Context: an optimization exercise on an open-source flow, tuned for small area, a short achievable clock period and few clock cycles. The choices shown serve that exercise and are no tape-out recipe.
Function was checked by simulation only, so behaviour that the tests miss may differ from the original.
Power and IR drop assume default switching activity.

File: design/flow/constraint.sdc
create_clock -name core_clock -period 10.0 [get_ports {clk}]
set_input_delay 2.0000 -clock core_clock [delete_from_list [all_inputs] [get_ports {clk}]]
set_output_delay 2.0000 -clock core_clock [all_outputs]
set_load 0.01 [all_outputs]
File: design/flow/design.v
module bvx (
    input  wire        clk,
    input  wire        rst,          
    input  wire        req_valid,
    input  wire        req_write,
    input  wire        req_word,     
    input  wire [9:0]  req_addr,
    input  wire [31:0] req_wdata,
    output reg         rsp_valid,
    output reg         rsp_err,
    output reg  [31:0] rsp_rdata
);
    integer i;
    function cmd_legal(input [31:0] w);
        begin
            case (w[3:0])
                4'h1, 4'h2:             cmd_legal = (w[31:4] == 28'd0);
                4'h3, 4'h5, 4'h7, 4'h8: cmd_legal = (w[15:5] == 11'd0);
                4'h4:                   cmd_legal = (w[7:5] == 3'd0);
                4'h6:                   cmd_legal = (w[15:6] == 10'd0);
                4'h9, 4'hA:             cmd_legal = (w[31:16] == 16'd0) && (w[7:4] == 4'd0);
                default:                cmd_legal = 1'b0;
            endcase
        end
    endfunction
    function [15:0] pfx_or(input [15:0] v);
        reg [15:0] x;
        begin
            x = v << 1;
            x = x | (x << 1);
            x = x | (x << 2);
            x = x | (x << 4);
            x = x | (x << 8);
            pfx_or = x;
        end
    endfunction
    function [7:0] hex_char(input [3:0] v);
        hex_char = (v <= 4'd9) ? {4'h3, v} : {4'h4, v - 4'd9};
    endfunction
    reg [2047:0] tin;           
    reg [127:0]  sv;            
    reg [127:0]  sn;            
    reg          sn_bin;        
    reg          ol_set;        
    reg [3:0]    code;
    reg          fault;
    reg [7:0]    result;
    reg [31:0]   fault_info;
    reg [8:0]    tlen;
    reg          pact;          
    reg          pfill;         
    reg [127:0]  lreg;          
    reg [3:0]    pk;            
    reg [3:0]    lsel;          
    reg [3:0]    kl;            
    reg [3:0]    eo;            
    reg [3:0]    pm;            
    reg          pb2, pb16;     
    reg          cNW, cGap, cDP, cP;    
    reg          perr, pneg, povf, pfull;
    reg [7:0]    pe;            
    reg [127:0]  acc;
    wire [9:0] a      = req_addr;
    wire       a_reg  = (a[9:8] == 2'b00);
    wire       a_tin  = (a[9:8] == 2'b01);
    wire       a_tout = (a[9:8] == 2'b10);
    wire       w_ok   = ~req_word | (a[1:0] == 2'b00);
    wire acc_cmd     = a_reg & req_word & (a[7:0] == 8'h00);
    wire acc_status  = a_reg & req_word & (a[7:0] == 8'h04);
    wire acc_result  = a_reg & req_word & (a[7:0] == 8'h08);
    wire acc_finfo   = a_reg & req_word & (a[7:0] == 8'h0C);
    wire acc_textlen = a_reg & req_word & (a[7:0] == 8'h10);
    wire acc_outlen  = a_reg & req_word & (a[7:0] == 8'h14);
    wire acc_config  = a_reg & req_word & (a[7:0] == 8'h18);
    wire tlen_ok     = (req_wdata <= 32'd256);
    wire legal = req_write ?
                 (acc_cmd | (acc_textlen & tlen_ok) | (a_tin & w_ok)) :
                 (acc_status | acc_result | acc_finfo | acc_textlen |
                  acc_outlen | acc_config | ((a_tin | a_tout) & w_ok));
    wire x_cmd  = req_valid & req_write & acc_cmd & ~fault;
    wire x_tlen = req_valid & req_write & acc_textlen & tlen_ok;
    wire x_tin  = req_valid & req_write & a_tin & w_ok;
    wire [31:0] w      = req_wdata;
    wire [3:0]  w_op   = w[3:0];
    wire        w_rev  = w[4];
    wire [7:0]  w_imm  = w[15:8];
    wire        w_leg  = cmd_legal(w);
    wire        w_bok  = (w_imm == 8'd2) | (w_imm == 8'd10) | (w_imm == 8'd16);
    wire        w_pt   = (w_op == 4'h9) | (w_op == 4'hA);
    wire        x_fault = x_cmd & (~w_leg | (w_pt & ~w_bok));
    wire        x_ok    = x_cmd & w_leg & ~(w_pt & ~w_bok);
    wire        p_start = x_ok & (w_op == 4'h9) & (tlen != 9'd0);
    wire        w_bitop   = (w_op == 4'h5) | (w_op == 4'h6) | (w_op == 4'h7) | (w_op == 4'h8);
    wire [3:0]  w_bidx    = w_bitop ? w[22:19] : w[19:16];
    wire [3:0]  w_baddr   = w_rev ? ~w_bidx : w_bidx;
    wire [2:0]  w_bpos    = w_rev ? w[18:16] : ~w[18:16];      
    wire [3:0]  w_bsel    = w_rev ? w_bidx : ~w_bidx;         
    wire [7:0]  w_byte    = sv[8*w_bsel +: 8];
    wire        w_bitval  = w_byte[w_bpos];
    wire        w_setval  = (w_op == 4'h7) | ((w_op == 4'h6) & w[5]);
    wire [8:0]   lm1  = tlen - 9'd1;
    wire [3:0]   rsel = pact ? lsel : a[7:4];
    wire [127:0] line = tin[128*rsel +: 128];
    wire        last = (pk == kl);
    reg  [15:0] W, S, M, D, P, X;
    reg  [63:0] val;
    reg  [7:0]  c;
    reg         bey, d09, dAF;
    always @* begin
        for (i = 0; i < 16; i = i + 1) begin
            c   = lreg[8*i +: 8];
            bey = last & (i > eo);
            d09 = (c[7:4] == 4'h3) & (c[3:0] <= 4'd9);
            dAF = (c[7:3] == 5'b01000) & (c[2:0] != 3'd0) & (c[2:0] != 3'd7);
            W[i]    = bey | (c == 8'h20) | ((c >= 8'h09) & (c <= 8'h0D));
            S[i]    = ~bey & ((c == 8'h2B) | (c == 8'h2D));
            M[i]    = ~bey & (c == 8'h2D);
            D[i]    = ~bey & (pb2 ? (c[7:1] == 7'b0011000) : pb16 ? (d09 | dAF) : d09);
            P[i]    = ~bey & ~pb2 & ~pb16 & ((c == 8'h2C) | (c == 8'h2E));
            X[i]    = ~W[i] & ~S[i] & ~D[i] & ~P[i];
            val[4*i +: 4] = D[i] ? (dAF ? {1'b1, c[2:0] + 3'd1} : c[3:0]) : 4'd0;
        end
    end
    wire [15:0] NW = ~W;
    wire [15:0] DP = D | P;
    wire [15:0] nl = {16{cNW}} | pfx_or(NW);
    wire [15:0] gv = W & nl;
    wire [15:0] gl = {16{cGap}} | pfx_or(gv);
    wire [15:0] dl = {16{cDP}} | pfx_or(DP);
    wire [15:0] pl = {16{cP}} | pfx_or(P);
    wire [15:0] errv = X | (NW & gl) | (S & dl) | (P & pl);
    wire        anyNW = |NW;
    reg [3:0] lnw;       
    always @* begin
        lnw = 4'd0;
        for (i = 0; i < 16; i = i + 1)
            if (NW[i]) lnw = i;
    end
    wire [3:0] q_g    = pb2 ? 4'd8 : 4'd2;           
    wire [3:0] eo1    = eo + 4'd1;
    wire       c_ovf  = D[eo] & (pm == q_g);
    wire       c_full = D[eo1] & (pm == ((eo == 4'd15) ? q_g - 4'd1 : q_g));
    wire proc = pact & ~pfill;
    wire u_err  = perr | (|errv);
    wire u_NW   = cNW  | anyNW;
    wire u_Gap  = cGap | (|gv);
    wire u_DP   = cDP  | (|DP);
    wire u_P    = cP   | (|P);
    wire u_neg  = pneg ^ (^M);
    wire u_ovf  = povf | c_ovf;
    wire u_full = pfull | c_full;
    wire [7:0] u_e = anyNW ? {pk, lnw} : pe;
    wire fin     = proc & last;
    wire p_fmt   = u_err | ~u_NW;
    wire p_dec   = ~pb2 & ~pb16;
    wire restart = fin & ~p_fmt & ~p_dec & (u_e != {kl, eo});
    wire done    = fin & ~restart;
    reg [3:0] pcode;
    always @* begin
        if (p_fmt)                         pcode = 4'd1;
        else if (p_dec)                    pcode = 4'd3;
        else if (u_ovf | (u_neg & u_full)) pcode = 4'd2;
        else if (u_neg)                    pcode = 4'd6;
        else                               pcode = 4'd0;
    end
    reg [63:0] vr, r1, r2, r3, rot;
    always @* begin
        for (i = 0; i < 16; i = i + 1) vr[4*i +: 4] = val[4*(15 - i) +: 4];
        r1  = eo[0] ? vr : {vr[3:0],  vr[63:4]};
        r2  = eo[1] ? r1 : {r1[7:0],  r1[63:8]};
        r3  = eo[2] ? r2 : {r2[15:0], r2[63:16]};
        rot = eo[3] ? r3 : {r3[31:0], r3[63:32]};
    end
    reg [15:0]  le;
    reg [127:0] acc_nx;
    reg         enB, enH;
    always @* begin
        for (i = 0; i < 16; i = i + 1) le[i] = (i <= eo);
        for (i = 0; i < 128; i = i + 1) begin
            enB = le[i % 16] ? (pm == i / 16) : (pm == i / 16 + 1);
            enH = le[(i / 4) % 16] ? (pm == i / 64) : (pm == i / 64 + 1);
            if (proc & (pb2 ? enB : enH))
                acc_nx[i] = pb2 ? rot[4*(i % 16)] : rot[4*((i / 4) % 16) + (i % 4)];
            else
                acc_nx[i] = acc[i];
        end
    end
    wire [5:0]  tk = a[7:2];
    reg  [1:0]  tg, tr;
    always @* begin
        case (tk[3:0])
            4'd0, 4'd1, 4'd2:   tg = 2'd0;
            4'd3, 4'd4, 4'd5:   tg = 2'd1;
            4'd6, 4'd7, 4'd8:   tg = 2'd2;
            default:            tg = 2'd3;
        endcase
        case (tk[3:0])
            4'd0, 4'd3, 4'd6, 4'd9:  tr = 2'd0;
            4'd1, 4'd4, 4'd7, 4'd10: tr = 2'd1;
            default:                 tr = 2'd2;
        endcase
    end
    wire [1:0]  gsel  = sn_bin ? tk[4:3] : tg;
    wire [31:0] grp   = sn[32*(3 - gsel) +: 32];       
    wire [3:0]  h0 = grp[31:28], l0 = grp[27:24], h1 = grp[23:20], l1 = grp[19:16];
    wire [3:0]  h2 = grp[15:12], l2 = grp[11:8],  h3 = grp[7:4],   l3 = grp[3:0];
    reg  [15:0] hnib;
    reg  [3:0]  hsp;
    always @* begin
        case (tr)
            2'd0:    begin hnib = {h1, 4'd0, l0, h0}; hsp = 4'b0100; end
            2'd1:    begin hnib = {l2, h2, 4'd0, l1}; hsp = 4'b0010; end
            default: begin hnib = {4'd0, l3, h3, 4'd0}; hsp = 4'b1001; end
        endcase
    end
    wire [31:0] hexword;
    genvar gh;
    generate
        for (gh = 0; gh < 4; gh = gh + 1) begin : g_hex
            assign hexword[8*gh +: 8] = hsp[gh] ? 8'h20 : hex_char(hnib[4*gh +: 4]);
        end
    endgenerate
    wire [7:0]  bbyte = grp[8*(3 - tk[2:1]) +: 8];
    wire [3:0]  bnib  = tk[0] ? bbyte[3:0] : bbyte[7:4];
    wire [31:0] binword = {7'b0011000, bnib[0], 7'b0011000, bnib[1],
                           7'b0011000, bnib[2], 7'b0011000, bnib[3]};
    reg [31:0] rword, rd;
    always @* begin
        case (a[9:8])
            2'b00: begin
                case (a[4:2])
                    3'd1:    rword = {24'd0, fault, 3'd0, code};
                    3'd2:    rword = {24'd0, result};
                    3'd3:    rword = fault_info;
                    3'd4:    rword = {23'd0, tlen};
                    3'd5:    rword = {24'd0, ol_set ? (sn_bin ? 8'd128 : 8'd47) : 8'd0};
                    default: rword = 32'h0010_0080;
                endcase
            end
            2'b01:   rword = line[32*a[3:2] +: 32];
            default: rword = sn_bin ? binword : hexword;
        endcase
        if (req_word | a_reg)
            rd = rword;
        else
            rd = {24'd0, rword[8*a[1:0] +: 8]};
    end
    genvar gj;
    generate
        for (gj = 0; gj < 256; gj = gj + 1) begin : g_tin
            wire we = x_tin & (a[7:2] == gj / 4) & (req_word | (a[1:0] == gj % 4));
            always @(posedge clk)
                if (we) tin[8*gj +: 8] <= req_word ? w[8*(gj % 4) +: 8] : w[7:0];
        end
    endgenerate
    wire sv_clr    = x_ok & (w_op == 4'h1);
    wire sv_fill   = x_ok & (w_op == 4'h2);
    wire sv_setb   = x_ok & (w_op == 4'h4);
    wire sv_setbit = x_ok & ((w_op == 4'h6) | (w_op == 4'h7) | (w_op == 4'h8));
    wire sv_commit = pact & done & (pcode == 4'd0);
    generate
        for (gj = 0; gj < 128; gj = gj + 1) begin : g_sv
            wire bsel = (w_baddr == 15 - gj / 8);
            wire we   = bsel & (sv_setb | (sv_setbit & (w_bpos == gj % 8)));
            always @(posedge clk)
                if (rst | sv_clr)   sv[gj] <= 1'b0;
                else if (sv_fill)   sv[gj] <= 1'b1;
                else if (sv_commit) sv[gj] <= acc_nx[gj];
                else if (we)        sv[gj] <= sv_setb ? w_imm[gj % 8] : w_setval;
        end
    endgenerate
    always @(posedge clk) begin
        rsp_rdata <= rd;
        lreg      <= line;
        if (rst) begin
            rsp_valid  <= 1'b0;
            rsp_err    <= 1'b0;
            code       <= 4'd0;
            fault      <= 1'b0;
            result     <= 8'd0;
            fault_info <= 32'd0;
            tlen       <= 9'd0;
            ol_set     <= 1'b0;
            pact       <= 1'b0;
            acc        <= 128'd0;
        end else begin
            rsp_valid <= (req_valid & ~p_start) | (pact & done);
            rsp_err   <= req_valid & ~legal;
            if (x_tlen) tlen <= w[8:0];
            if (x_fault) begin
                fault      <= 1'b1;
                fault_info <= w;
                code       <= w_leg ? 4'd4 : 4'd5;
            end else if (x_ok) begin
                case (w_op)
                    4'h3: begin result <= w_byte; code <= 4'd0; end
                    4'h5: begin result <= {7'd0, w_bitval}; code <= 4'd0; end
                    4'h1, 4'h2, 4'h4, 4'h6, 4'h7, 4'h8: code <= 4'd0;
                    4'h9: if (tlen == 9'd0) code <= 4'd1;
                    4'hA: begin
                        if (w_imm == 8'd10) begin
                            code <= 4'd3;
                        end else begin
                            sn     <= sv;
                            sn_bin <= (w_imm == 8'd2);
                            ol_set <= 1'b1;
                            code   <= 4'd0;
                        end
                    end
                    default: ;
                endcase
            end
            if (pact) begin
                pk    <= pk + 4'd1;
                lsel  <= lsel + 4'd1;
                pm    <= pm - 4'd1;
                pfill <= 1'b0;
                if (proc) begin
                    cNW  <= u_NW;  cGap <= u_Gap; cDP  <= u_DP;  cP   <= u_P;
                    perr <= u_err; pneg <= u_neg; povf <= u_ovf; pfull <= u_full;
                    pe   <= u_e;
                end
                if (done) begin
                    pact <= 1'b0;
                    code <= pcode;
                end
                if (restart) begin
                    pfill <= 1'b1;
                    lsel  <= 4'd0;
                    kl    <= u_e[7:4];
                    eo    <= u_e[3:0];
                    cNW  <= 1'b0; cGap <= 1'b0; cDP <= 1'b0; cP <= 1'b0;
                    perr <= 1'b0; pneg <= 1'b0; povf <= 1'b0; pfull <= 1'b0;
                end
                if (pfill) begin
                    pk <= 4'd0;
                    pm <= kl;
                end
            end
            acc <= (done | restart) ? 128'd0 : acc_nx;
            if (p_start) begin
                pact  <= 1'b1;
                pfill <= 1'b0;
                pk    <= 4'd0;
                lsel  <= 4'd1;
                kl    <= lm1[7:4];
                eo    <= lm1[3:0];
                pm    <= lm1[7:4];
                pb2   <= (w_imm == 8'd2);
                pb16  <= (w_imm == 8'd16);
                cNW  <= 1'b0; cGap <= 1'b0; cDP <= 1'b0; cP <= 1'b0;
                perr <= 1'b0; pneg <= 1'b0; povf <= 1'b0; pfull <= 1'b0;
            end
        end
    end
endmodule
File: design/flow/config.mk
export PLATFORM = sky130hd
export DESIGN_NAME = bvx
export DESIGN_NICKNAME = bvx
export VERILOG_FILES = /design/flow/design.v
export SDC_FILE = /design/flow/constraint.sdc
export NUM_CORES = 4
export LEC_CHECK = 0
export CAP_MARGIN = 20
export CELL_PAD_IN_SITES_GLOBAL_PLACEMENT = 2
export CORE_MARGIN = 2
export CORE_UTILIZATION = 30
export PLACE_DENSITY = 0.38
export SETUP_SLACK_MARGIN = 4
export SLEW_MARGIN = 20
File: design/flow/run.sh
#!/bin/bash
# synth_recipe.tcl (not shown) runs the flow's synth.tcl, then flattens the netlist and writes it again
# the make line also repeats each setting of config.mk as NAME=value (left out here)
make -C /OpenROAD-flow-scripts/flow DESIGN_CONFIG=/design/flow/config.mk WORK_HOME=/design/flow/orfs CLKGATE_MAP_FILE= SYNTH_SCRIPT=/design/flow/synth_recipe.tcl finish
==> impl_metrics.env, run 1 <==
export IMPL_post_place_ws_ns=2.12
export IMPL_final_nets=9064
export IMPL_drt_initial_drc_count=7455
export IMPL_routed_via_density=5.55
export IMPL_path_cells="buf_6, ha_1, or2_2, a21oi_4, a22oi_2, or3_1, o31ai_1, a21oi_1, nor4_2, nand3_1, nor3_1, nor4b_4, buf_12, buf_16, mux2_2, a221oi_1"
export IMPL_post_route_util_pct=34.9
export IMPL_finalPower_mw=26.0
export IMPL_dp_cells=13800
export IMPL_synth_async_reset_ratio_pct=0
export IMPL_cts_root_buf="clkbuf_16"
export IMPL_yosysTopAreaCell="edfxtp_1"
export IMPL_ios=81
export IMPL_critPathMaxStageDelay_ns=0.52
export IMPL_vias=80200
export IMPL_synth_area_leaders="edfxtp_1 55%, mux4_2 10%, dfxtp_1 7.8%"
export IMPL_ys_ff_latch=2690
export IMPL_irDropWorstVdd_uv=154
export IMPL_status="timing/DRC/antenna clean"
export IMPL_grt_usage_pct=25.7
export IMPL_arrival_ns=6.78
export IMPL_routed_wl_um=538000
export IMPL_die_w_um=639
export IMPL_whs_ns=0.470
export IMPL_htree_levels=5
export IMPL_setup_tns_ns=0
export IMPL_crit_path_top_delay_cell="a21oi_4"
export IMPL_clock_latency_ns=0.94
export IMPL_antenna_found_initial=31
export IMPL_cp_max_fo=39
export IMPL_dr_pass1_iters=6
export IMPL_final_cells=14500
export IMPL_drv_slew=0
export IMPL_dpl_cell_area_sq_um=129000
export IMPL_start_util_pct=30.1
export IMPL_p_leak_nw=44.5
export IMPL_overflow=0
export IMPL_dieArea_sq_um=409000
export IMPL_finalSetupViolations=0
export IMPL_ant_nets=0
export IMPL_hold_viol_final=0
export IMPL_slew_headroom_pct=15.3
export IMPL_syn_nets=8952
export IMPL_core_area_sq_um=402000
export IMPL_max_freq_ghz=0.168
export IMPL_cts_tree="yes"
export IMPL_hp_class="reg2reg"
export IMPL_layout_common_cells="2,216 x edfxtp_1, 942 x nand2_1, 718 x nor2_1"
export IMPL_drc=0
export IMPL_ys_seq_area_share_pct=62.8
export IMPL_clk_pin_slew_worst_paths_ns=0.06
export IMPL_rsz0062_at_grt="yes"
export IMPL_startpoint_type="flop"
export IMPL_crit_required_ns=10.82
export IMPL_dp_hpwl_um=369000
export IMPL_design_area_sq_um=140000
export IMPL_fin_ws_ns=4.04
export IMPL_ctsHoldBuffers=0
export IMPL_synthCells=8780
export IMPL_die_y_um=639
export IMPL_layout_drive_gt1_share_pct=19.5
export IMPL_synth_top_area_share_pct=55.0
export IMPL_fin_crit_ns=5.96
export IMPL_cap_violations=0
export IMPL_path_class="reg2reg"
export IMPL_finalClockSkew_ns=0.0469
export IMPL_yosys_warnings=1
export IMPL_powerDensity_nw_per_um2=185
export IMPL_synth_area_sq_um=121000
export IMPL_period_share_pct=59.6
export IMPL_crit_path_end_kind="flop"
export IMPL_place_congestion=0.920
export IMPL_yosysUniqueCellTypes=104
export IMPL_synthFlopType="edfxtp_1"
export IMPL_syn_avg_cell_area_sq_um=13.8
export IMPL_areaGrowthSynthToFinish_pct=15.8
export IMPL_clock_sinks=2690
export IMPL_grt_pass1_vias=80600
export IMPL_grt_pass1_wl_um=723000
export IMPL_cts_buffer_depth=4
export IMPL_crit_buf_inv=3
export IMPL_avgRoutedWirePerCell_um=37.2
export IMPL_tightest_slew_ns=1.23
export IMPL_crit_family="simple AND/OR/NAND/NOR gates"
export IMPL_synth_edf_count=2216
export IMPL_mostFrequentLayoutCell="edfxtp_1"
export IMPL_grt_max_degree=131
export IMPL_portBuffers=80
export IMPL_num_rows=233
export IMPL_cts_buffers=326
## layer usage
metal	vias to the layer above	global-route usage, %	wire [um]
li1	34400	-	-
met1	42900	35.1	238000
met2	2261	42.4	255000
met3	621	2.76	22300
met4	8	9.33	22500
met5	-	0	50
## kinds of logic (layout without fill, tap and decap cells)
logic type / after synthesis / count (layout) / synth area share (%)
mux: 1072 / 1073 / 14.9
flops: 2690 / 2690 / 62.8
xor+xnor: 64 / 64 / 0.463
buf+inv: 725 / 1098 / 2.40
simple gates: 2471 / 2472 / 9.35
other cells: 0 / 16 / 0
fa+ha+maj: 125 / 125 / 1.29
compound gates: 1633 / 1633 / 8.82
## report_power, final
group          switching [mW]  internal, mW
Sequential              0.123          12.2
Clock                    4.94          6.77
Combinational            1.35         0.548
## Yosys cell counts (all sizes together), types with 29 or more instances
cell type     n
a21o         37
o21ai       246
mux2i       329
mux4        563
ha          125
nor3        111
nand2       976
a22oi        49
a221oi       30
inv          98
nor2b        32
a31oi       163
nand3       113
nor4b        34
edfxtp     2216
and3        168
and2         29
mux2        180
or2          35
a21oi       526
dfxtp       474
o22ai       120
buf         161
xnor2        47
clkbuf      465
nand2b       56
o41ai       121
a211oi       56
nor2        740
## sequential cells by signal, summed over array words and instances (netlist names), 8 cells and up
name,flops
acc,128
fault_info,32
lreg,128
pe,8
result,8
rsp_rdata,32
sn,128
sv,128
tin,2048
tlen,9
## worst reg2reg max path, stage by stage (launching register included)
cell and delay [ns]:
edfxtp_1 0.41, buf_6 0.25, ha_1 0.25, or2_2 0.35
a21oi_4 0.52, a22oi_2 0.36, or3_1 0.45, o31ai_1 0.49
a21oi_1 0.25, nor4_2 0.49, nand3_1 0.22, nor3_1 0.26
nor4b_4 0.34, buf_12 0.27, buf_16 0.31, mux2_2 0.37
a221oi_1 0.27
## path summary, 6_finish.rpt
path	from	end	slack, ns	cells after the start
worst max-delay path	eo[0]	sv[120]	4.04	16
worst min-delay path	sv[76]	sn[76]	0.47	0
worst max register to register	eo[0]	sv[120]	4.04	16
worst min register to register	sv[76]	sn[76]	0.47	0
## repair_timing
action	CTS	global route
cloned	5	3
endpoints found under the setup margin	183	149
resized for setup	63	55
buffers inserted	13	9
pin swaps	2	4
## cell type report
type	count	area [sq um]
Tap cell	5287	6620
Clock buffer	430	8890
Inverter	99	375
Antenna cell	16	40.0
Sequential cell	2690	76000
Clock inverter	161	1460
Fill cell	39000	262000
Multi-Input combinational cell	5367	43100
Timing Repair Buffer	408	3700
Testbench counts, summed over its fixed seeds: cycles 20,791.
==> run 2, diff against run 1 <==
--- a/design/flow/config.mk
+++ b/design/flow/config.mk
@@ -10,5 +10,5 @@
 export CORE_MARGIN = 2
 export CORE_UTILIZATION = 30
 export PLACE_DENSITY = 0.38
-export SETUP_SLACK_MARGIN = 4
+export SETUP_SLACK_MARGIN = 5
 export SLEW_MARGIN = 20
==> run 2 against run 1 <==
Combinational power grew 17%. Utilization grew 2.3 points. Synthesized cell count is the same.
==> impl_metrics.env, run 2 <==
export IMPL_status="timing/DRC/antenna clean"
export IMPL_vias=82500
export IMPL_yosysUniqueCellTypes=104
export IMPL_post_route_util_pct=37.2
export IMPL_ios=81
export IMPL_final_nets=9408
export IMPL_yosysTopAreaCell="edfxtp_1"
export IMPL_dieArea_sq_um=409000
export IMPL_crit_path_end_kind="flop"
export IMPL_synth_area_sq_um=121000
export IMPL_portBuffers=80
export IMPL_setup_tns_ns=0
export IMPL_post_place_ws_ns=2.07
export IMPL_final_cells=14800
export IMPL_irDropWorstVdd_uv=166
export IMPL_cts_buffer_depth=4
export IMPL_finalSetupViolations=0
export IMPL_die_w_um=639
export IMPL_ant_nets=0
export IMPL_crit_required_ns=10.78
export IMPL_cts_root_buf="clkbuf_16"
export IMPL_arrival_ns=5.92
export IMPL_hold_viol_final=0
export IMPL_syn_avg_cell_area_sq_um=13.8
export IMPL_mostFrequentLayoutCell="edfxtp_1"
export IMPL_cts_buffers=330
export IMPL_p_leak_nw=48.4
export IMPL_synth_async_reset_ratio_pct=0
export IMPL_largest_reg_flops=2048
export IMPL_path_class="reg2reg"
export IMPL_finalClockSkew_ns=0.0686
export IMPL_hp_class="reg2reg"
export IMPL_synth_edf_count=2216
export IMPL_yosys_warnings=1
export IMPL_powerDensity_nw_per_um2=178
export IMPL_path_cells="ha_1, ha_1, or4b_2, a2111oi_4, buf_4, xnor2_1, nor3_4, a221oi_2, o31ai_2, o21ai_0, o22ai_1, mux2i_2, mux2_4, a21oi_2"
export IMPL_start_util_pct=30.1
export IMPL_clk_pin_slew_worst_paths_ns=0.06
export IMPL_ys_top_cells_by_count="2,216 x edfxtp_1, 974 x nand2_1, 735 x nor2_1"
export IMPL_place_congestion=0.920
export IMPL_crit_family="compound AO/OA/AOI/OAI gates"
export IMPL_seq_area_sq_um=76000
export IMPL_areaGrowthSynthToFinish_pct=23.6
export IMPL_nFillCells=38500
export IMPL_critPathMaxStageDelay_ns=0.69
export IMPL_max_freq_ghz=0.195
export IMPL_period_share_pct=51.3
export IMPL_cts_tree="yes"
export IMPL_routed_via_density=5.57
export IMPL_synthFlopType="edfxtp_1"
export IMPL_fin_crit_ns=5.13
export IMPL_core_area_sq_um=402000
export IMPL_ctsHoldBuffers=0
export IMPL_grt_pass1_vias=81800
export IMPL_clock_sinks=2690
export IMPL_ys_ff_latch=2690
export IMPL_grt_pass1_wl_um=748000
export IMPL_ys_seq_area_share_pct=62.8
export IMPL_top_register="tin"
export IMPL_cp_common_cell="ha_1"
export IMPL_layout_common_cells="2,216 x edfxtp_1, 916 x nand2_1, 609 x nor2_1"
export IMPL_finalPower_mw=26.6
export IMPL_synth_area_leaders="edfxtp_1 55%, mux4_2 10%, dfxtp_1 7.8%"
export IMPL_dr_pass1_iters=7
export IMPL_avgRoutedWirePerCell_um=38.2
export IMPL_syn_nets=8952
export IMPL_num_rows=233
export IMPL_dp_cells=13800
export IMPL_htree_levels=5
export IMPL_clock_latency_ns=0.96
export IMPL_startpoint_type="flop"
export IMPL_cap_violations=0
export IMPL_tightest_slew_ns=1.26
export IMPL_cp_max_fo=4
export IMPL_crit_buf_inv=1
export IMPL_antenna_found_initial=41
export IMPL_grt_max_degree=131
export IMPL_synthCells=8780
export IMPL_layout_drive_gt1_share_pct=28.6
export IMPL_slew_headroom_pct=16.1
export IMPL_dp_hpwl_um=366000
export IMPL_overflow=0
export IMPL_drc=0
export IMPL_grt_usage_pct=26.7
export IMPL_multi_input_area_sq_um=46800
export IMPL_routed_wl_um=566000
export IMPL_whs_ns=0.451
export IMPL_drv_slew=0
export IMPL_yosysMostFrequentCell="edfxtp_1"
export IMPL_fin_ws_ns=4.87
export IMPL_synth_top_area_share_pct=55.0
export IMPL_rsz0062_at_grt="yes"
export IMPL_drt_initial_drc_count=7668
export IMPL_crit_path_top_delay_cell="mux2i_2"
export IMPL_dpl_cell_area_sq_um=129000
export IMPL_design_area_sq_um=150000
export IMPL_die_y_um=639
[run 2: metal layers]
layer	track usage [%]	share of wire [%]
met5	0	0.010
met4	10.3	4.8
met3	3.23	4.4
met2	43.7	47
met1	36.2	44
[run 2: final timing paths]
path	end	depth (start not counted)	slack (ns)	from
setup / recovery	sv[42]	14	4.87	lreg[88]
hold / removal	sn[111]	0	0.45	sv[111]
setup reg to reg	sv[42]	14	4.87	lreg[88]
hold reg to reg	sn[111]	0	0.45	sv[111]
[run 2: report_power, final]
part           internal [mW]  switching, mW
registers               12.2          0.124
clock network           7.04           5.01
logic                  0.727           1.49
[run 2: logic make-up after synthesis]
logic type | after synthesis | share of synthesized area, %
muxes | 1072 | 14.9
adders and majority gates | 125 | 1.29
buffers and inverters | 725 | 2.40
DFF | 2690 | 62.8
AOI/OAI and AO/OA | 1633 | 8.82
and+or+nand+nor | 2471 | 9.35
xor gates and xnor gates | 64 | 0.463
[run 2: what timing repair did]
action / 4_1_cts / 5_1_grt
pin swaps: 61 / 120
gates resized for setup: 652 / 468
cloned: 53 / 28
setup buffers: 152 / 144
endpoints found under the setup margin: 1927 / 625
[run 2: area by class of cell]
cell class	count	share of cell area, %
inverter	99	0.268
clock buffer	430	5.96
antenna	23	0.0385
timing repair inverter	1	0.00251
sequential	2690	50.8
tap	5287	4.42
multi-input combinational	5370	31.3
clock inverter	169	1.21
timing repair buffer	744	6.00
==> run 3, diff against run 2 <==
--- a/design/flow/design.v
+++ b/design/flow/design.v
@@ -48,7 +48,6 @@
     reg [31:0]   fault_info;
     reg [8:0]    tlen;
     reg          pact;          
-    reg          pfill;         
     reg [127:0]  lreg;          
     reg [3:0]    pk;            
     reg [3:0]    lsel;          
@@ -140,7 +139,7 @@
     wire [3:0] eo1    = eo + 4'd1;
     wire       c_ovf  = D[eo] & (pm == q_g);
     wire       c_full = D[eo1] & (pm == ((eo == 4'd15) ? q_g - 4'd1 : q_g));
-    wire proc = pact & ~pfill;
+    wire proc = pact;
     wire u_err  = perr | (|errv);
     wire u_NW   = cNW  | anyNW;
     wire u_Gap  = cGap | (|gv);
@@ -201,7 +200,15 @@
         endcase
     end
     wire [1:0]  gsel  = sn_bin ? tk[4:3] : tg;
-    wire [31:0] grp   = sn[32*(3 - gsel) +: 32];       
+    reg  [31:0] grp;                                   
+    always @* begin
+        case (gsel)
+            2'd0:    grp = sn[127:96];
+            2'd1:    grp = sn[95:64];
+            2'd2:    grp = sn[63:32];
+            default: grp = sn[31:0];
+        endcase
+    end
     wire [3:0]  h0 = grp[31:28], l0 = grp[27:24], h1 = grp[23:20], l1 = grp[19:16];
     wire [3:0]  h2 = grp[15:12], l2 = grp[11:8],  h3 = grp[7:4],   l3 = grp[3:0];
     reg  [15:0] hnib;
@@ -220,7 +227,15 @@
             assign hexword[8*gh +: 8] = hsp[gh] ? 8'h20 : hex_char(hnib[4*gh +: 4]);
         end
     endgenerate
-    wire [7:0]  bbyte = grp[8*(3 - tk[2:1]) +: 8];
+    reg  [7:0]  bbyte;
+    always @* begin
+        case (tk[2:1])
+            2'd0:    bbyte = grp[31:24];
+            2'd1:    bbyte = grp[23:16];
+            2'd2:    bbyte = grp[15:8];
+            default: bbyte = grp[7:0];
+        endcase
+    end
     wire [3:0]  bnib  = tk[0] ? bbyte[3:0] : bbyte[7:4];
     wire [31:0] binword = {7'b0011000, bnib[0], 7'b0011000, bnib[1],
                            7'b0011000, bnib[2], 7'b0011000, bnib[3]};
@@ -312,9 +327,8 @@
             end
             if (pact) begin
                 pk    <= pk + 4'd1;
-                lsel  <= lsel + 4'd1;
+                lsel  <= (lsel == kl) ? 4'd0 : lsel + 4'd1;
                 pm    <= pm - 4'd1;
-                pfill <= 1'b0;
                 if (proc) begin
                     cNW  <= u_NW;  cGap <= u_Gap; cDP  <= u_DP;  cP   <= u_P;
                     perr <= u_err; pneg <= u_neg; povf <= u_ovf; pfull <= u_full;
@@ -325,24 +339,20 @@
                     code <= pcode;
                 end
                 if (restart) begin
-                    pfill <= 1'b1;
-                    lsel  <= 4'd0;
+                    pk    <= 4'd0;
+                    pm    <= u_e[7:4];
+                    lsel  <= (u_e[7:4] == 4'd0) ? 4'd0 : 4'd1;
                     kl    <= u_e[7:4];
                     eo    <= u_e[3:0];
                     cNW  <= 1'b0; cGap <= 1'b0; cDP <= 1'b0; cP <= 1'b0;
                     perr <= 1'b0; pneg <= 1'b0; povf <= 1'b0; pfull <= 1'b0;
                 end
-                if (pfill) begin
-                    pk <= 4'd0;
-                    pm <= kl;
-                end
             end
             acc <= (done | restart) ? 128'd0 : acc_nx;
             if (p_start) begin
                 pact  <= 1'b1;
-                pfill <= 1'b0;
                 pk    <= 4'd0;
-                lsel  <= 4'd1;
+                lsel  <= (lm1[7:4] == 4'd0) ? 4'd0 : 4'd1;
                 kl    <= lm1[7:4];
                 eo    <= lm1[3:0];
                 pm    <= lm1[7:4];
==> design/flow/flow/run.sh (new file) <==
#!/bin/bash
# Standard layout, with timing repair aiming at 6 ns of setup margin.
set -o pipefail
export SETUP_SLACK_MARGIN=6
bash standard.sh > standard.log 2>&1
==> design/flow/standard.sh (new file) <==
#!/bin/bash
# synth_recipe.tcl (not shown) runs the flow's synth.tcl, then flattens the netlist and writes it again
# the make line also repeats each setting of config.mk as NAME=value (left out here)
make -C /OpenROAD-flow-scripts/flow DESIGN_CONFIG=/design/flow/config.mk WORK_HOME=/design/flow/orfs CLKGATE_MAP_FILE= SYNTH_SCRIPT=/design/flow/synth_recipe.tcl "${@:-finish}"
--- a/design/flow/config.mk
+++ b/design/flow/config.mk
@@ -10,5 +10,4 @@
 export CORE_MARGIN = 2
 export CORE_UTILIZATION = 30
 export PLACE_DENSITY = 0.38
-export SETUP_SLACK_MARGIN = 5
 export SLEW_MARGIN = 20
removed: design/flow/run.sh
==> run 3 against run 2 <==
Still clean on timing, DRC and antenna. Sequential cell count decreased by 1. Clock power about the same. Wire length increased by 0.31%. Clock skew decreased by 0.0024 ns. Final cell count increased by 0.72%. Utilization increased by 2.7 points. Clock-buffer cell count decreased by 15. Worst hold slack improved by 0.020 ns. Synthesized cell count decreased by 2.4%. Die area decreased by 0.51%. Global-route usage increased by 0.40 points. Maximum frequency decreased by 0.88%. Largest cell class unchanged.
==> impl_metrics.env, run 3 <==
export IMPL_crit_buf_inv=10
export IMPL_synth_top_family_by_area="multiplexers"
export IMPL_ios=81
export IMPL_setup_tns_ns=0
export IMPL_synth_area_sq_um=120000
export IMPL_cts_tree="yes"
export IMPL_synth_area_leaders="edfxtp_1 55%, mux4_2 11%, dfxtp_1 7.9%"
export IMPL_synthSimpleGateAreaFrac_pct=9.33
export IMPL_startpoint_type="flop"
export IMPL_syn_nets=8741
export IMPL_tightest_slew_ns=1.24
export IMPL_routed_via_density=5.51
export IMPL_whs_ns=0.471
export IMPL_crit_path_top_delay_cell="or4_4"
export IMPL_synth_edf_count=2215
export IMPL_antenna_found_initial=31
export IMPL_yosysTopAreaCell="edfxtp_1"
export IMPL_cp_max_fo=20
export IMPL_finalClockSkew_ns=0.0662
export IMPL_clk_pin_slew_worst_paths_ns=0.07
export IMPL_ctsHoldBuffers=0
export IMPL_synthCells=8566
export IMPL_dieArea_sq_um=407000
export IMPL_cts_root_buf="clkbuf_16"
export IMPL_die_w_um=638
export IMPL_hp_class="reg2reg"
export IMPL_synth_compound_area_share_pct=7.82
export IMPL_final_cells=14900
export IMPL_rsz0062_at_grt="yes"
export IMPL_synthFlopType="edfxtp_1"
export IMPL_syn_avg_cell_area_sq_um=14.1
export IMPL_dpl_cell_area_sq_um=130000
export IMPL_num_rows=232
export IMPL_grt_max_degree=80
export IMPL_yosysMostFrequentCell="edfxtp_1"
export IMPL_htree_levels=5
export IMPL_p_leak_nw=52.4
export IMPL_top_register="tin"
export IMPL_max_freq_ghz=0.193
export IMPL_mostFrequentLayoutCell="edfxtp_1"
export IMPL_final_nets=9566
export IMPL_finalSetupViolations=0
export IMPL_place_congestion=0.889
export IMPL_cap_violations=0
export IMPL_yosysUniqueCellTypes=102
export IMPL_dp_cells=13600
export IMPL_clock_latency_ns=0.96
export IMPL_grt_pass1_vias=83600
export IMPL_cts_buffer_depth=4
export IMPL_period_share_pct=51.8
export IMPL_synthMuxAreaShare_pct=15.7
export IMPL_hold_viol_final=0
export IMPL_ys_seq_area_share_pct=63.1
export IMPL_ys_ff_latch=2689
export IMPL_grt_pass1_wl_um=755000
export IMPL_synth_async_reset_ratio_pct=0
export IMPL_avgRoutedWirePerCell_um=38.1
export IMPL_yosys_warnings=1
export IMPL_arrival_ns=6.01
export IMPL_ys_top_cells_by_count="2,215 x edfxtp_1, 1,011 x nand2_1, 630 x nor2_1"
export IMPL_path_cells="buf_4, clkinv_4, buf_4, nor2_4, o22ai_4, buf_4, buf_4, o22ai_1, a21oi_1, nor4_2, nand4_1, or4_4, nor4_4, buf_6, and3_4, buf_12, buf_16, buf_12, buf_16, mux2_4, a221oi_2"
export IMPL_critPathMaxStageDelay_ns=0.59
export IMPL_routed_wl_um=568000
export IMPL_synth_top_area_share_pct=55.2
export IMPL_overflow=0
export IMPL_cts_buffers=329
export IMPL_cp_common_cell="buf_4"
export IMPL_core_area_sq_um=399000
export IMPL_ant_nets=0
export IMPL_portBuffers=80
export IMPL_dp_hpwl_um=357000
export IMPL_crit_required_ns=10.83
export IMPL_status="timing/DRC/antenna clean"
export IMPL_die_y_um=638
export IMPL_yosys_area_share_adder_pct=1.35
export IMPL_synth_xor_area_share_pct=0.516
export IMPL_drt_initial_drc_count=7278
export IMPL_start_util_pct=30.2
export IMPL_fin_crit_ns=5.18
export IMPL_areaGrowthSynthToFinish_pct=32.2
export IMPL_layout_drive_gt1_share_pct=38.3
export IMPL_post_route_util_pct=39.8
export IMPL_layout_common_cells="2,215 x edfxtp_1, 889 x nand2_1, 600 x mux4_2"
export IMPL_path_class="reg2reg"
export IMPL_drc=0
export IMPL_slew_headroom_pct=17.3
export IMPL_drv_slew=0
export IMPL_clock_sinks=2689
export IMPL_grt_usage_pct=27.1
export IMPL_irDropWorstVdd_uv=137
export IMPL_vias=82200
export IMPL_powerDensity_nw_per_um2=167
export IMPL_crit_path_end_kind="flop"
export IMPL_design_area_sq_um=159000
export IMPL_crit_family="buffers and inverters"
export IMPL_largest_reg_flops=2048
export IMPL_dr_pass1_iters=8
==> run 3: cell types whose count changed after synthesis, sizes merged, moves of 37 or more <==
cell	change
a21oi	-129
a221oi	+106
clkbuf	-48
mux2	-44
mux2i	+52
mux4	+37
nor2	-110
o22ai	-63
o41ai	-118
==> run 3: worst paths after layout <==
kind                       from            end  slack, ns  cells past startpoint
setup reg to reg          eo[3]        sv[103]       4.82                     21
hold / removal    fault_info[6]  fault_info[6]       0.47                      2
hold reg to reg   fault_info[6]  fault_info[6]       0.47                      2
setup / recovery          eo[3]        sv[103]       4.82                     21
==> run 3: area by class of cell <==
type | instances | area, sq um
multi-input combinational | 5213 | 52400
fill | 37300 | 240000
antenna | 7 | 17.5
timing repair buffer | 1066 | 13300
timing repair inverter | 2 | 17.5
inverter | 90 | 399
tap | 5265 | 6590
clock inverter | 172 | 1640
clock buffer | 415 | 8740
sequential | 2689 | 76000
==> run 3: where the power goes <==
part	switching (mW)	internal [mW]	leakage [nW]
sequential	0.111	12.2	23.6
clock	5.00	6.82	5.07
combinational	1.57	0.822	23.7
==> run 3: metal layers <==
metal  up-vias  GRT usage (%)  share of wire, %
li1      35100              -                 -
met1     44200           37.2                44
met2      2202           43.9                46
met3       692           3.58               4.6
met4         8           9.92               4.6
met5         -              0             0.010
==> run 3: timing repair <==
item	CTS	global route
resized for setup	1633	512
setup endpoints to repair	2719	1031
cloned	79	24
pin swaps	249	180
buffers inserted	488	154
==> run 3: cell families after synthesis <==
kind of cell | count (synthesis)
DFF | 2689
and+or+nand+nor | 2455
AOI/OAI and AO/OA | 1424
muxes | 1117
buffers and inverters | 680
adders and majority gates | 130
xor gates and xnor gates | 71
==> run 3: worst reg2reg max path: cells and delay by family (launching register included) <==
kind / cells / cell delay, ns
flops: 1 / 0.51
buf+inv: 10 / 1.89
compound gates: 4 / 0.69
mux: 1 / 0.30
simple gates: 6 / 1.70
==> run 3: per-stage QoR <==
stage	total power [mW]	setup WS [ns]
final	26.5	4.82
after global routing	27.3	4.72
after CTS	26.7	4.89
after detailed placement	14.5	1.95
after global placement	14.5	1.71
after floorplan	13.5	4.58
Testbench counts of run 3, summed over its fixed seeds: cycles 20,758.
==> run 4, diff against run 3 <==
--- a/design/flow/design.v
+++ b/design/flow/design.v
@@ -59,6 +59,9 @@
     reg          perr, pneg, povf, pfull;
     reg [7:0]    pe;            
     reg [127:0]  acc;
+    reg          aclr;          
+    reg          cpend;         
+    reg [3:0]    pcr;           
     wire [9:0] a      = req_addr;
     wire       a_reg  = (a[9:8] == 2'b00);
     wire       a_tin  = (a[9:8] == 2'b01);
@@ -94,12 +97,21 @@
     wire [3:0]  w_baddr   = w_rev ? ~w_bidx : w_bidx;
     wire [2:0]  w_bpos    = w_rev ? w[18:16] : ~w[18:16];      
     wire [3:0]  w_bsel    = w_rev ? w_bidx : ~w_bidx;         
-    wire [7:0]  w_byte    = sv[8*w_bsel +: 8];
+    wire         commit_now = cpend & (pcr == 4'd0);
+    wire [127:0] sv_eff     = commit_now ? acc : sv;
+    wire [7:0]  w_byte    = sv_eff[8*w_bsel +: 8];
     wire        w_bitval  = w_byte[w_bpos];
     wire        w_setval  = (w_op == 4'h7) | ((w_op == 4'h6) & w[5]);
     wire [8:0]   lm1  = tlen - 9'd1;
-    wire [3:0]   rsel = pact ? lsel : a[7:4];
-    wire [127:0] line = tin[128*rsel +: 128];
+    reg          trd;           
+    reg  [3:0]   hsel;          
+    reg  [3:0]   hlo;           
+    reg          hword;         
+    wire         r_trd = req_valid & ~req_write & a_tin & w_ok;
+    wire [3:0]   rsel  = pact ? lsel : hsel;
+    wire [127:0] line  = tin[128*rsel +: 128];
+    wire [31:0]  tword = line[32*hlo[3:2] +: 32];
+    wire [31:0]  tdata = hword ? tword : {24'd0, tword[8*hlo[1:0] +: 8]};
     wire        last = (pk == kl);
     reg  [15:0] W, S, M, D, P, X;
     reg  [63:0] val;
@@ -139,7 +151,7 @@
     wire [3:0] eo1    = eo + 4'd1;
     wire       c_ovf  = D[eo] & (pm == q_g);
     wire       c_full = D[eo1] & (pm == ((eo == 4'd15) ? q_g - 4'd1 : q_g));
-    wire proc = pact;
+    wire proc = pact & ~aclr;
     wire u_err  = perr | (|errv);
     wire u_NW   = cNW  | anyNW;
     wire u_Gap  = cGap | (|gv);
@@ -244,7 +256,7 @@
         case (a[9:8])
             2'b00: begin
                 case (a[4:2])
-                    3'd1:    rword = {24'd0, fault, 3'd0, code};
+                    3'd1:    rword = {24'd0, fault, 3'd0, cpend ? pcr : code};
                     3'd2:    rword = {24'd0, result};
                     3'd3:    rword = fault_info;
                     3'd4:    rword = {23'd0, tlen};
@@ -252,27 +264,36 @@
                     default: rword = 32'h0010_0080;
                 endcase
             end
-            2'b01:   rword = line[32*a[3:2] +: 32];
-            default: rword = sn_bin ? binword : hexword;
+            2'b10:   rword = sn_bin ? binword : hexword;
+            default: rword = 32'd0;
         endcase
         if (req_word | a_reg)
             rd = rword;
         else
             rd = {24'd0, rword[8*a[1:0] +: 8]};
     end
+    reg          wp;            
+    reg  [7:0]   wp_a;
+    reg          wp_word;
+    reg  [31:0]  wp_d;
+    always @(posedge clk) begin
+        wp      <= x_tin;
+        wp_a    <= a[7:0];
+        wp_word <= req_word;
+        wp_d    <= w;
+    end
     genvar gj;
     generate
         for (gj = 0; gj < 256; gj = gj + 1) begin : g_tin
-            wire we = x_tin & (a[7:2] == gj / 4) & (req_word | (a[1:0] == gj % 4));
+            wire we = wp & (wp_a[7:2] == gj / 4) & (wp_word | (wp_a[1:0] == gj % 4));
             always @(posedge clk)
-                if (we) tin[8*gj +: 8] <= req_word ? w[8*(gj % 4) +: 8] : w[7:0];
+                if (we) tin[8*gj +: 8] <= wp_word ? wp_d[8*(gj % 4) +: 8] : wp_d[7:0];
         end
     endgenerate
     wire sv_clr    = x_ok & (w_op == 4'h1);
     wire sv_fill   = x_ok & (w_op == 4'h2);
     wire sv_setb   = x_ok & (w_op == 4'h4);
     wire sv_setbit = x_ok & ((w_op == 4'h6) | (w_op == 4'h7) | (w_op == 4'h8));
-    wire sv_commit = pact & done & (pcode == 4'd0);
     generate
         for (gj = 0; gj < 128; gj = gj + 1) begin : g_sv
             wire bsel = (w_baddr == 15 - gj / 8);
@@ -280,16 +301,20 @@
             always @(posedge clk)
                 if (rst | sv_clr)   sv[gj] <= 1'b0;
                 else if (sv_fill)   sv[gj] <= 1'b1;
-                else if (sv_commit) sv[gj] <= acc_nx[gj];
-                else if (we)        sv[gj] <= sv_setb ? w_imm[gj % 8] : w_setval;
+                else if (we)         sv[gj] <= sv_setb ? w_imm[gj % 8] : w_setval;
+                else if (commit_now) sv[gj] <= acc[gj];
         end
     endgenerate
     always @(posedge clk) begin
-        rsp_rdata <= rd;
+        rsp_rdata <= trd ? tdata : rd;
+        hsel      <= r_trd ? a[7:4] : 4'd0;
+        hlo       <= a[3:0];
+        hword     <= req_word;
         lreg      <= line;
         if (rst) begin
             rsp_valid  <= 1'b0;
             rsp_err    <= 1'b0;
+            trd        <= 1'b0;
             code       <= 4'd0;
             fault      <= 1'b0;
             result     <= 8'd0;
@@ -298,10 +323,15 @@
             ol_set     <= 1'b0;
             pact       <= 1'b0;
             acc        <= 128'd0;
+            aclr       <= 1'b0;
+            cpend      <= 1'b0;
         end else begin
-            rsp_valid <= (req_valid & ~p_start) | (pact & done);
+            rsp_valid <= (req_valid & ~p_start & ~r_trd) | trd | (pact & done);
+            trd       <= r_trd;
             rsp_err   <= req_valid & ~legal;
             if (x_tlen) tlen <= w[8:0];
+            cpend <= 1'b0;
+            if (cpend) code <= pcr;
             if (x_fault) begin
                 fault      <= 1'b1;
                 fault_info <= w;
@@ -316,7 +346,7 @@
                         if (w_imm == 8'd10) begin
                             code <= 4'd3;
                         end else begin
-                            sn     <= sv;
+                            sn     <= sv_eff;
                             sn_bin <= (w_imm == 8'd2);
                             ol_set <= 1'b1;
                             code   <= 4'd0;
@@ -335,24 +365,30 @@
                     pe   <= u_e;
                 end
                 if (done) begin
-                    pact <= 1'b0;
-                    code <= pcode;
+                    pact  <= 1'b0;
+                    cpend <= 1'b1;
                 end
-                if (restart) begin
-                    pk    <= 4'd0;
-                    pm    <= u_e[7:4];
-                    lsel  <= (u_e[7:4] == 4'd0) ? 4'd0 : 4'd1;
+                if (fin) begin
+                    pcr   <= pcode;
+                    lsel  <= 4'd0;
                     kl    <= u_e[7:4];
                     eo    <= u_e[3:0];
                     cNW  <= 1'b0; cGap <= 1'b0; cDP <= 1'b0; cP <= 1'b0;
                     perr <= 1'b0; pneg <= 1'b0; povf <= 1'b0; pfull <= 1'b0;
                 end
+                aclr <= restart;
+                if (aclr) begin
+                    pk   <= 4'd0;
+                    pm   <= kl;
+                    lsel <= (kl == 4'd0) ? 4'd0 : 4'd1;
+                end
             end
-            acc <= (done | restart) ? 128'd0 : acc_nx;
+            acc <= (cpend | aclr) ? 128'd0 : acc_nx;
             if (p_start) begin
                 pact  <= 1'b1;
                 pk    <= 4'd0;
-                lsel  <= (lm1[7:4] == 4'd0) ? 4'd0 : 4'd1;
+                aclr  <= wp;
+                lsel  <= (wp | (lm1[7:4] == 4'd0)) ? 4'd0 : 4'd1;
                 kl    <= lm1[7:4];
                 eo    <= lm1[3:0];
                 pm    <= lm1[7:4];
==> design/flow/run.sh (new file) <==
#!/bin/bash
# synth_recipe.tcl (not shown) runs the flow's synth.tcl, then flattens the netlist and writes it again
# the make line also repeats each setting of config.mk as NAME=value (left out here)
make -C /OpenROAD-flow-scripts/flow DESIGN_CONFIG=/design/flow/config.mk WORK_HOME=/design/flow/orfs CLKGATE_MAP_FILE= SYNTH_SCRIPT=/design/flow/synth_recipe.tcl finish
--- a/design/flow/config.mk
+++ b/design/flow/config.mk
@@ -8,6 +8,7 @@
 export CAP_MARGIN = 20
 export CELL_PAD_IN_SITES_GLOBAL_PLACEMENT = 2
 export CORE_MARGIN = 2
-export CORE_UTILIZATION = 30
-export PLACE_DENSITY = 0.38
+export CORE_UTILIZATION = 50
+export PLACE_DENSITY = 0.6
+export SETUP_SLACK_MARGIN = 5
 export SLEW_MARGIN = 20
removed: design/flow/flow/run.sh
removed: design/flow/standard.sh
==> run 4 against run 3 <==
Combinational power is 58% lower. Worst hold slack better by 0.024 ns. Via count fell by 0.18%. Total power shrank 7.8%. Sequential power barely moved. Critical path depth shrank 7. Still clean on timing, DRC and antenna. Setup slack improved by 0.16 ns. Register-to-register slack better by 0.16 ns. Sequential share of layout area grew 7.7 points. First-iteration DRC count is 43% higher. Global-route usage up 8.5 points.
==> impl_metrics.env, run 4 <==
export IMPL_crit_family="multiplexers"
export IMPL_cts_tree="yes"
export IMPL_grt_pass1_wl_um=620000
export IMPL_crit_buf_inv=4
export IMPL_ys_seq_area_share_pct=62.8
export IMPL_arrival_ns=5.82
export IMPL_design_area_sq_um=139000
export IMPL_powerDensity_nw_per_um2=176
export IMPL_rsz0062_at_grt="yes"
export IMPL_p_leak_nw=47.6
export IMPL_ys_top_cells_by_count="2,218 x edfxtp_1, 906 x nand2_1, 679 x nor2_1"
export IMPL_grt_pass1_vias=77800
export IMPL_place_congestion=1.02
export IMPL_seq_area_sq_um=77100
export IMPL_ant_nets=0
export IMPL_hp_class="reg2reg"
export IMPL_yosysUniqueCellTypes=102
export IMPL_grt_usage_pct=35.6
export IMPL_drt_initial_drc_count=10400
export IMPL_dp_cells=11900
export IMPL_syn_avg_cell_area_sq_um=13.7
export IMPL_cts_buffer_depth=4
export IMPL_die_y_um=499
export IMPL_irDropWorstVdd_uv=170
export IMPL_syn_nets=9133
export IMPL_layout_drive_gt1_share_pct=18.6
export IMPL_ctsHoldBuffers=0
export IMPL_layout_common_cells="2,218 x edfxtp_1, 866 x nand2_1, 667 x nor2_1"
export IMPL_critPathMaxStageDelay_ns=0.81
export IMPL_grt_max_degree=127
export IMPL_ios=81
export IMPL_dp_hpwl_um=314000
export IMPL_synth_edf_count=2218
export IMPL_overflow=0
export IMPL_ys_ff_latch=2741
export IMPL_routed_via_density=6.55
export IMPL_synthCells=8972
export IMPL_cts_buffers=309
export IMPL_routed_wl_um=452000
export IMPL_synth_area_sq_um=123000
export IMPL_vias=82000
export IMPL_multi_input_area_sq_um=43700
export IMPL_mostFrequentLayoutCell="edfxtp_1"
export IMPL_fin_crit_ns=5.02
export IMPL_crit_path_top_delay_cell="mux4_2"
export IMPL_synth_area_leaders="edfxtp_1 54%, mux4_2 10%, dfxtp_1 8.5%"
export IMPL_path_class="reg2reg"
export IMPL_path_cells="buf_4, mux2i_4, buf_12, buf_4, buf_12, mux4_2, and2_1, a211oi_1, a31oi_1, mux4_2, mux2_2, a22oi_1, o211ai_1, o21a_1"
export IMPL_portBuffers=80
export IMPL_start_util_pct=50.4
export IMPL_max_freq_ghz=0.199
export IMPL_startpoint_type="flop"
export IMPL_synthFlopType="edfxtp_1"
export IMPL_avgRoutedWirePerCell_um=36.1
export IMPL_clock_sinks=2741
export IMPL_antenna_found_initial=38
export IMPL_dpl_cell_area_sq_um=128000
export IMPL_dr_pass1_iters=7
export IMPL_crit_path_end_kind="flop"
export IMPL_setup_tns_ns=0
export IMPL_cts_root_buf="clkbuf_16"
export IMPL_whs_ns=0.495
export IMPL_synth_top_area_share_pct=54.3
export IMPL_drv_slew=0
export IMPL_synth_async_reset_ratio_pct=0
export IMPL_htree_levels=5
export IMPL_num_rows=181
export IMPL_clock_latency_ns=0.98
export IMPL_core_area_sq_um=244000
export IMPL_dieArea_sq_um=249000
export IMPL_cap_violations=0
export IMPL_tightest_slew_ns=1.24
export IMPL_largest_reg_flops=2048
export IMPL_status="timing/DRC/antenna clean"
export IMPL_cp_max_fo=58
export IMPL_drc=0
export IMPL_slew_headroom_pct=17.2
export IMPL_finalSetupViolations=0
export IMPL_finalClockSkew_ns=0.0971
export IMPL_period_share_pct=50.2
export IMPL_yosys_warnings=1
export IMPL_hold_viol_final=0
export IMPL_areaGrowthSynthToFinish_pct=13.3
export IMPL_die_w_um=499
export IMPL_final_nets=9228
export IMPL_nFillCells=19500
export IMPL_final_cells=12500
export IMPL_clk_pin_slew_worst_paths_ns=0.06
export IMPL_yosysMostFrequentCell="edfxtp_1"
export IMPL_yosysTopAreaCell="edfxtp_1"
export IMPL_crit_required_ns=10.81
export IMPL_top_register="tin"
==> run 4: cell count changes in the layout (fill, tap and decap cells not counted), moves of 108 or more <==
cell,previous run,this run
a21oi_1,302,633
buf_12,182,20
mux2i_4,113,5
nor2_1,365,667
buf_4,550,234
nor2_4,144,8
o21ai_0,182,293
mux2i_1,224,378
a221oi_2,123,1
nor2_2,121,7
a211oi_1,15,159
and2_1,25,146
buf_6,144,16
mux2_4,109,0
==> run 4: stage by stage <==
step / utilization (%) / setup slack, ns / power [mW]
4_1_cts: 56.8 / 5.01 / 24.6
3_3_place_gp: 52.3 / 2.68 / 13.6
6_report: 57.0 / 4.98 / 24.5
2_1_floorplan: - / 4.79 / 13.2
5_1_grt: 57.0 / 4.88 / 25.1
3_5_place_dp: 52.3 / 2.62 / 13.6
==> run 4: area by class of cell <==
| type | count | area share [%] |
|---|---|---|
| Antenna cell | 39 | 0.0702 |
| Sequential cell | 2741 | 55.5 |
| Clock inverter | 154 | 1.11 |
| Tap cell | 3202 | 2.88 |
| Clock buffer | 378 | 5.86 |
| Inverter | 182 | 0.507 |
| Timing Repair Buffer | 372 | 2.65 |
| Multi-Input combinational cell | 5461 | 31.4 |
==> run 4: final timing paths <==
| check | from | endpoint | slack, ns | cells past startpoint |
|---|---|---|---|---|
| setup / recovery | pact | rsp_rdata[3] | 4.98 | 14 |
| hold / removal | fault | fault | 0.49 | 2 |
| setup reg to reg | pact | rsp_rdata[3] | 4.98 | 14 |
| hold reg to reg | fault | fault | 0.49 | 2 |
==> run 4: tightest hold or removal path, cell delays in order (launching register included) <==
cell     delay [ns]
dfxtp_1        0.31
inv_1          0.07
a21oi_1        0.06
==> run 4: routing by layer <==
| metal | up-vias | part of all wire [%] | GRT usage (%) |
|---|---|---|---|
| li1 | 34800 | - | - |
| met1 | 42100 | 39 | 46.8 |
| met2 | 4147 | 46 | 54.7 |
| met3 | 977 | 8.3 | 7.04 |
| met4 | 28 | 7.1 | 22.3 |
| met5 | - | 0.043 | 0 |
==> run 4: power breakdown <==
part | switching, mW | internal, mW
logic | 0.736 | 0.260
registers | 0.0409 | 12.4
clock network | 4.55 | 6.50
==> run 4: timing repair <==
item                       in CTS  in global routing
setup endpoints to repair     438                243
setup buffers                  29                 16
cloned                         15                 10
resized for setup             119                 61
pin swaps                      13                 12
==> run 4: kinds of logic after synthesis <==
group | synth area share, %
mux | 14.8
xor+xnor | 0.490
simple gates | 8.95
fa+ha+maj | 1.16
compound gates | 9.23
flops | 62.8
buf+inv | 2.52
Testbench counts of run 4, summed over its fixed seeds: cycles 20,931.
==> run 5, diff against run 4 <==
--- a/design/flow/design.v
+++ b/design/flow/design.v
@@ -164,7 +164,7 @@
     wire fin     = proc & last;
     wire p_fmt   = u_err | ~u_NW;
     wire p_dec   = ~pb2 & ~pb16;
-    wire restart = fin & ~p_fmt & ~p_dec & (u_e != {kl, eo});
+    wire restart = fin & ~p_fmt & ~p_dec & W[eo];
     wire done    = fin & ~restart;
     reg [3:0] pcode;
     always @* begin
@@ -290,10 +290,11 @@
                 if (we) tin[8*gj +: 8] <= wp_word ? wp_d[8*(gj % 4) +: 8] : wp_d[7:0];
         end
     endgenerate
-    wire sv_clr    = x_ok & (w_op == 4'h1);
-    wire sv_fill   = x_ok & (w_op == 4'h2);
-    wire sv_setb   = x_ok & (w_op == 4'h4);
-    wire sv_setbit = x_ok & ((w_op == 4'h6) | (w_op == 4'h7) | (w_op == 4'h8));
+    wire sv_clr    = x_cmd & (w == 32'h1);
+    wire sv_fill   = x_cmd & (w == 32'h2);
+    wire sv_setb   = x_cmd & (w_op == 4'h4) & (w[7:5] == 3'd0);
+    wire sv_setbit = x_cmd & (w[15:6] == 10'd0) &
+                     ((w_op == 4'h6) | (((w_op == 4'h7) | (w_op == 4'h8)) & ~w[5]));
     generate
         for (gj = 0; gj < 128; gj = gj + 1) begin : g_sv
             wire bsel = (w_baddr == 15 - gj / 8);
==> design/flow/config.mk (replaced) <==
export PLATFORM = sky130hd
export DESIGN_NAME = bvx
export DESIGN_NICKNAME = bvx
export VERILOG_FILES = /design/flow/design.v
export SDC_FILE = /design/flow/constraint.sdc
export NUM_CORES = 4
export LEC_CHECK = 0
export ABC_AREA = 1
export CAP_MARGIN = 20
export CELL_PAD_IN_SITES_GLOBAL_PLACEMENT = 2
export CORE_MARGIN = 2
export CORE_UTILIZATION = 60
export PLACE_DENSITY = 0.7
export SETUP_SLACK_MARGIN = 5
export SLEW_MARGIN = 20
==> run 5 against run 4 <==
Area after synthesis rose by 1.6%. Synthesized cell count up 43%. The flow now stops in global placement without I/O.
==> impl_metrics.env, run 5 <==
export IMPL_syn_nets=13000
export IMPL_synth_xor_area_share_pct=0.358
export IMPL_synth_area_leaders="edfxtp_1 53%, o21ai_0 8.5%, dfxtp_1 8.4%"
export IMPL_yosysTopAreaCell="edfxtp_1"
export IMPL_status="did not finish"
export IMPL_synth_top_area_share_pct=53.4
export IMPL_synthSimpleGateAreaFrac_pct=15.3
export IMPL_synthCells=12800
export IMPL_stop_stage="global placement without I/O"
export IMPL_num_rows=167
export IMPL_ys_top_cells_by_count="2,218 x edfxtp_1, 2,111 x o21ai_0, 2,090 x nand2_1"
export IMPL_yosys_warnings=1
export IMPL_synth_async_reset_ratio_pct=0
export IMPL_synth_area_sq_um=125000
export IMPL_yosysUniqueCellTypes=69
export IMPL_synth_compound_area_share_pct=16.3
export IMPL_yosysMostFrequentCell="edfxtp_1"
export IMPL_ys_ff_latch=2741
export IMPL_synthMuxAreaShare_pct=0.138
export IMPL_synthFlopType="edfxtp_1"
export IMPL_ys_seq_area_share_pct=61.8
export IMPL_start_util_pct=60.3
export IMPL_error="[ERROR GPL-0301] Utilization 105.439 % exceeds 100%."
export IMPL_die_y_um=460
export IMPL_syn_avg_cell_area_sq_um=9.73
export IMPL_yosys_area_share_adder_pct=1.14
export IMPL_synth_top_family_by_area="compound AO/OA/AOI/OAI gates"
export IMPL_synth_edf_count=2218
export IMPL_die_w_um=460
## run 5: cell count changes after synthesis, moves of 134 or more
| cell | change |
|---|---|
| a211oi_1 | -150 |
| a21oi_1 | -328 |
| and2_1 | -134 |
| clkbuf_1 | +160 |
| inv_1 | +642 |
| mux2_2 | -136 |
| mux2i_1 | -371 |
| mux4_2 | -567 |
| nand2_1 | +1184 |
| nand3_1 | +138 |
| nor2_1 | +1277 |
| o21ai_0 | +1812 |
| o22ai_1 | +547 |
## run 5: cell families after synthesis
family / count (synthesis)
DFF: 2741
AOI/OAI and AO/OA: 3631
muxes: 17
and+or+nand+nor: 4668
xor gates and xnor gates: 48
adders and majority gates: 114
buffers and inverters: 1598
Testbench counts of run 5, summed over its fixed seeds: cycles 20,931.
==> run 6, diff against run 5 <==
==> design/flow/config.mk (replaced) <==
export PLATFORM = sky130hd
export DESIGN_NAME = bvx
export DESIGN_NICKNAME = bvx
export VERILOG_FILES = /design/flow/design.v
export SDC_FILE = /design/flow/constraint.sdc
export NUM_CORES = 4
export LEC_CHECK = 0
export CAP_MARGIN = 20
export CELL_PAD_IN_SITES_GLOBAL_PLACEMENT = 2
export CORE_MARGIN = 2
export CORE_UTILIZATION = 70
export PLACE_DENSITY = 0.8
export SETUP_SLACK_MARGIN = 5
export SLEW_MARGIN = 20
==> run 6 against run 5 <==
The flow again stops in global placement without I/O. Synthesized cell count shrank 30%. Area after synthesis shrank 2.5%.
==> impl_metrics.env, run 6 <==
export IMPL_synth_top_area_share_pct=54.8
export IMPL_synthFlopType="edfxtp_1"
export IMPL_status="did not finish"
export IMPL_error="[ERROR GPL-0301] Utilization 107.964 % exceeds 100%."
export IMPL_stop_stage="global placement without I/O"
export IMPL_die_y_um=421
export IMPL_yosysMostFrequentCell="edfxtp_1"
export IMPL_yosysUniqueCellTypes=114
export IMPL_start_util_pct=70.6
export IMPL_synth_edf_count=2218
export IMPL_yosysTopAreaCell="edfxtp_1"
export IMPL_ys_seq_area_share_pct=63.4
export IMPL_synthCells=9009
export IMPL_syn_nets=9170
export IMPL_yosys_warnings=1
export IMPL_num_rows=152
export IMPL_syn_avg_cell_area_sq_um=13.5
export IMPL_die_w_um=421
export IMPL_ys_ff_latch=2741
export IMPL_ys_top_cells_by_count="2,218 x edfxtp_1, 1,238 x nand2_1, 606 x nor2_1"
export IMPL_synth_area_leaders="edfxtp_1 55%, mux4_2 10%, dfxtp_1 8.6%"
export IMPL_synth_async_reset_ratio_pct=0
export IMPL_synth_area_sq_um=122000
-- run 6: cell count changes after synthesis, sizes merged, moves of 246 or more --
cell	previous run	this run
mux2i	15	423
nand2	2120	1238
inv	858	193
nor2	2001	608
o22ai	575	74
nand3	346	100
mux4	0	559
o21ai	2179	429
-- run 6: kinds of logic after synthesis --
logic type | Yosys count | synth area share (%)
AO/OA/AOI/OAI | 1693 | 8.53
multiplexers | 1049 | 14.5
buffers and inverters | 773 | 2.48
adder cells (fa/ha/maj) | 115 | 1.18
XOR/XNOR | 56 | 0.403
flip-flops | 2741 | 63.4
AND/OR/NAND/NOR | 2582 | 9.56

[re-timing with driven ports]
How much do the figures lean on ideal ports? The routed layouts below were timed once more, with nothing changed but the port constraints. Step 1, drivers: a clkbuf_16 drives clk and a buf_2 each remaining input, both assumed. Step 2 times the ports against the registers' clock, not the clock port: input delays grow and output delays shrink by t, the midpoint of the rising clock arrivals with the driver on. a / b / c = ideal ports / drivers / drivers and shift; a / b = the first two.
run	t (ns)	setup slack, ns	hold WS [ns]	worst data-port slew with drivers (ns)	cell pins on the clock port's net
run 1	1.022	4.037 / 3.994 / 2.972	0.470 / 0.470 / 0.470	0.22	1
run 2	1.030	4.868 / 4.736 / 3.706	0.451 / 0.451 / 0.451	0.36	1
run 3	1.035	4.822 / 4.822 / 4.114	0.471 / 0.471 / 0.471	0.54	1
run 4	1.030	4.985 / 4.985 / 4.065	0.495 / 0.495 / 0.495	0.20	1
After both steps every run listed still meets setup and hold. The setup slack of run 2, which loses most, moves by -0.132 ns with the drivers and by -1.162 ns with both steps.
